Context: an optimization exercise on an open-source flow, tuned for small area, a short achievable clock period and few clock cycles. The choices shown serve that exercise and are no tape-out recipe. Only simulation tests tie the RTL to the original design; equivalence was not proved.

Design rc6_core, start of the top module:
module rc6_core (
    input  wire         clk,
    input  wire         rst,       
    input  wire         start,
    input  wire [1:0]   op,        
    input  wire [1:0]   klen,      
    input  wire [255:0] key,       
    input  wire [127:0] din,       
    output wire         ready,
    output reg          done,
    output reg          err,
    output reg  [127:0] dout       
);
Size in the first run: about 14000 cells after synthesis, ~2200 flip-flops, roughly 520 I/O pins, about 110000 um^2 of cells after synthesis.
==> flow/config.mk <==
export PLATFORM = sky130hd
export DESIGN_NAME = rc6_core
export DESIGN_NICKNAME = rc6_core
export VERILOG_FILES = /design/flow/design.v
export SDC_FILE = /design/flow/constraint.sdc
export NUM_CORES = 4
export LEC_CHECK = 0
export ABC_AREA = 1
export CAP_MARGIN = 20
export CORE_MARGIN = 2
export CORE_UTILIZATION = 30
export PLACE_DENSITY = 0.5
export SLEW_MARGIN = 20
==> flow/constraint.sdc <==
create_clock -name core_clock -period 18.0 [get_ports {clk}]
set_input_delay 3.6000 -clock core_clock [delete_from_list [all_inputs] [get_ports {clk}]]
set_output_delay 3.6000 -clock core_clock [all_outputs]
set_load 0.01 [all_outputs]
standard.sh (not shown) runs the stock make flow with config.mk's settings and CLKGATE_MAP_FILE= SYNTH_SCRIPT=/design/flow/synth_recipe.tcl, a recipe that flattens the netlist after the stock synthesis.
==> flow/flow/run.sh <==
#!/bin/bash
# The standard layout, with three changes to how it is made:
#  - ORFS's timing repair aims at a setup margin well beyond what the clock
#    needs (flow/margin.txt), so the resizer works on the real critical paths;
#  - ports are buffered with the smallest buffer instead of a delay cell;
#  - the clock tree uses clkbuf_8, sink clusters of up to 20 flip-flops and no dummy loads.
# Synthesis is the standard one, unchanged. Each step's full output goes to
# its own log here; ORFS keeps per-step logs under orfs/logs.
set -euo pipefail
MARGIN=$(cat flow/margin.txt)
bash standard.sh synth > synth.log 2>&1
bash standard.sh SETUP_SLACK_MARGIN=$MARGIN \
  "BUFFER_PORTS_ARGS=-buffer_cell sky130_fd_sc_hd__buf_1" \
  "CTS_ARGS=-sink_clustering_enable -repair_clock_nets -dont_use_dummy_load -buf_list sky130_fd_sc_hd__clkbuf_8 -sink_clustering_size 20 -sink_clustering_max_diameter 50" \
  finish > layout.log 2>&1
==> flow/flow/margin.txt <==
12
Testbench counts at the start, summed over its fixed seeds: cycles 18,632.
Edit:
--- a/flow/flow/run.sh
+++ b/flow/flow/run.sh
@@ -5,3 +5,3 @@
 #  - ports are buffered with the smallest buffer instead of a delay cell;
-#  - the clock tree uses clkbuf_8, sink clusters of up to 20 flip-flops and no dummy loads.
+#  - the clock tree uses clkbuf_8 and no dummy loads.
 # Synthesis is the standard one, unchanged. Each step's full output goes to
@@ -13,3 +13,3 @@
   "BUFFER_PORTS_ARGS=-buffer_cell sky130_fd_sc_hd__buf_1" \
-  "CTS_ARGS=-sink_clustering_enable -repair_clock_nets -dont_use_dummy_load -buf_list sky130_fd_sc_hd__clkbuf_8 -sink_clustering_size 20 -sink_clustering_max_diameter 50" \
+  "CTS_ARGS=-sink_clustering_enable -repair_clock_nets -dont_use_dummy_load -buf_list sky130_fd_sc_hd__clkbuf_8" \
   finish > layout.log 2>&1
- cell area grows by about 1.5%
- core utilization increases by 0.50 points
- global-route usage increases by 0.14 points
- hold slack gains 0.040 ns
- setup slack got worse by 0.0074 ns
- first-iteration DRC count rose by about 0.45%
- die area stays the same
- clock skew is lower by 0.040 ns
- count of clock-buffer cells in the layout climbs by 135

---

## oak
Starting RTL as in the previous note.
Settings: LEC_CHECK=0, ABC_AREA=1, CAP_MARGIN=20, CORE_MARGIN=2, CORE_UTILIZATION=30, PLACE_DENSITY=0.5, SLEW_MARGIN=20; clock period 18.0 ns.
==> flow/flow/run.sh <==
#!/bin/bash
# The standard layout, with three changes to how it is made:
#  - ORFS's timing repair aims at a setup margin well beyond what the clock
#    needs (flow/margin.txt), so the resizer works on the real critical paths;
#  - ports are buffered with the smallest buffer instead of a delay cell;
#  - the clock tree uses clkbuf_8, sink clusters of up to 15 flip-flops and no dummy loads.
# Synthesis is the standard one, unchanged. Each step's full output goes to
# its own log here; ORFS keeps per-step logs under orfs/logs.
set -euo pipefail
MARGIN=$(cat flow/margin.txt)
bash standard.sh synth > synth.log 2>&1
bash standard.sh SETUP_SLACK_MARGIN=$MARGIN \
  "BUFFER_PORTS_ARGS=-buffer_cell sky130_fd_sc_hd__buf_1" \
  "CTS_ARGS=-sink_clustering_enable -repair_clock_nets -dont_use_dummy_load -buf_list sky130_fd_sc_hd__clkbuf_8 -sink_clustering_size 15 -sink_clustering_max_diameter 50" \
  finish > layout.log 2>&1
Scripts as last shown in full above: flow/flow/margin.txt
Testbench counts of oak, summed over its fixed seeds: cycles 18,632.
[inputs] pine vs oak
- swapping 30 for 50 in CORE_UTILIZATION
- swapping 0.5 for 0.65 in PLACE_DENSITY
--- a/flow/flow/run.sh
+++ b/flow/flow/run.sh
@@ -5,3 +5,3 @@
 #  - ports are buffered with the smallest buffer instead of a delay cell;
-#  - the clock tree uses clkbuf_8, sink clusters of up to 15 flip-flops and no dummy loads.
+#  - the clock tree uses clkbuf_8 and no dummy loads.
 # Synthesis is the standard one, unchanged. Each step's full output goes to
@@ -13,3 +13,3 @@
   "BUFFER_PORTS_ARGS=-buffer_cell sky130_fd_sc_hd__buf_1" \
-  "CTS_ARGS=-sink_clustering_enable -repair_clock_nets -dont_use_dummy_load -buf_list sky130_fd_sc_hd__clkbuf_8 -sink_clustering_size 15 -sink_clustering_max_diameter 50" \
+  "CTS_ARGS=-sink_clustering_enable -repair_clock_nets -dont_use_dummy_load -buf_list sky130_fd_sc_hd__clkbuf_8" \
   finish > layout.log 2>&1
Notes after the runs:
- Going from oak to pine, number of non-filler instances in the completed layout moved down; last weighted congestion value of the routability-driven placer rose by 0.0083; highest clock frequency the design can meet fell 1.7%.
- Relative to oak, non-clock buffer count has gone down in pine.
Changes in birch relative to pine:
- CORE_UTILIZATION: 50 -> 30
- PLACE_DENSITY: 0.65 -> 0.5
==> flow/flow/run.sh <==
#!/bin/bash
# Standard layout, with ORFS's timing repair asked to reach a larger setup
# margin than the clock needs, so the resizer works on the real critical paths.
set -euo pipefail
MARGIN=$(cat flow/margin.txt)
bash standard.sh synth > synth.log 2>&1
bash standard.sh SETUP_SLACK_MARGIN=$MARGIN finish > layout.log 2>&1
[summary]
birch ran to completion and came out clean on the timing, DRC and antenna checks. Number of cell instances on the worst register-to-register path came out higher on birch than on pine. Compared to pine, birch was floorplanned on a bigger die. Re met1 global-route usage: pine was higher than birch. Sequential share of layout area came out lower on birch than on pine. Between birch and pine, it is birch whose period utilization is lower, by 0.36 points. Summary of birch over pine: width of the chip now sits higher; wire length increased 44000 um; share of the core filled with cells in the final layout lower.

==> static timing again, ports no longer ideal <==
The results above use ideal ports. As a check the final layouts listed here were re-extracted and re-timed, cells and wires unchanged. Step 1 sets driving cells, clkbuf_16 on the clock port and buf_2 on the other inputs (assumed; they add their load-dependent delay and slew). Step 2 moves the port delays by t, midway between the first and last clock arrival at a register: inputs arrive t later, outputs are due t later. That takes back most of the time a late clock gives input paths. Three values: no drivers, after step 1, after step 2; two values: the first two.
run | shift t [ns] | slack for setup (ns) | latest minus earliest clock arrival (ns)
the first run of note 1 | 1.151 | 12.147 / 12.147 / 11.484 | 0.180 / 0.179
the second run of note 1 | 1.152 | 12.140 / 12.140 / 11.551 | 0.139 / 0.139
oak | 1.147 | 12.160 / 12.160 / 11.524 | 0.153 / 0.153
pine | 1.169 | 12.061 / 12.061 / 11.148 | 0.242 / 0.241
birch | 1.015 | 12.125 / 12.125 / 11.200 | 0.134 / 0.134
After both steps setup and hold are still met in every run listed. For birch, which loses most, drivers alone change the setup slack by 0.000 ns; drivers and shift together by -0.925 ns.
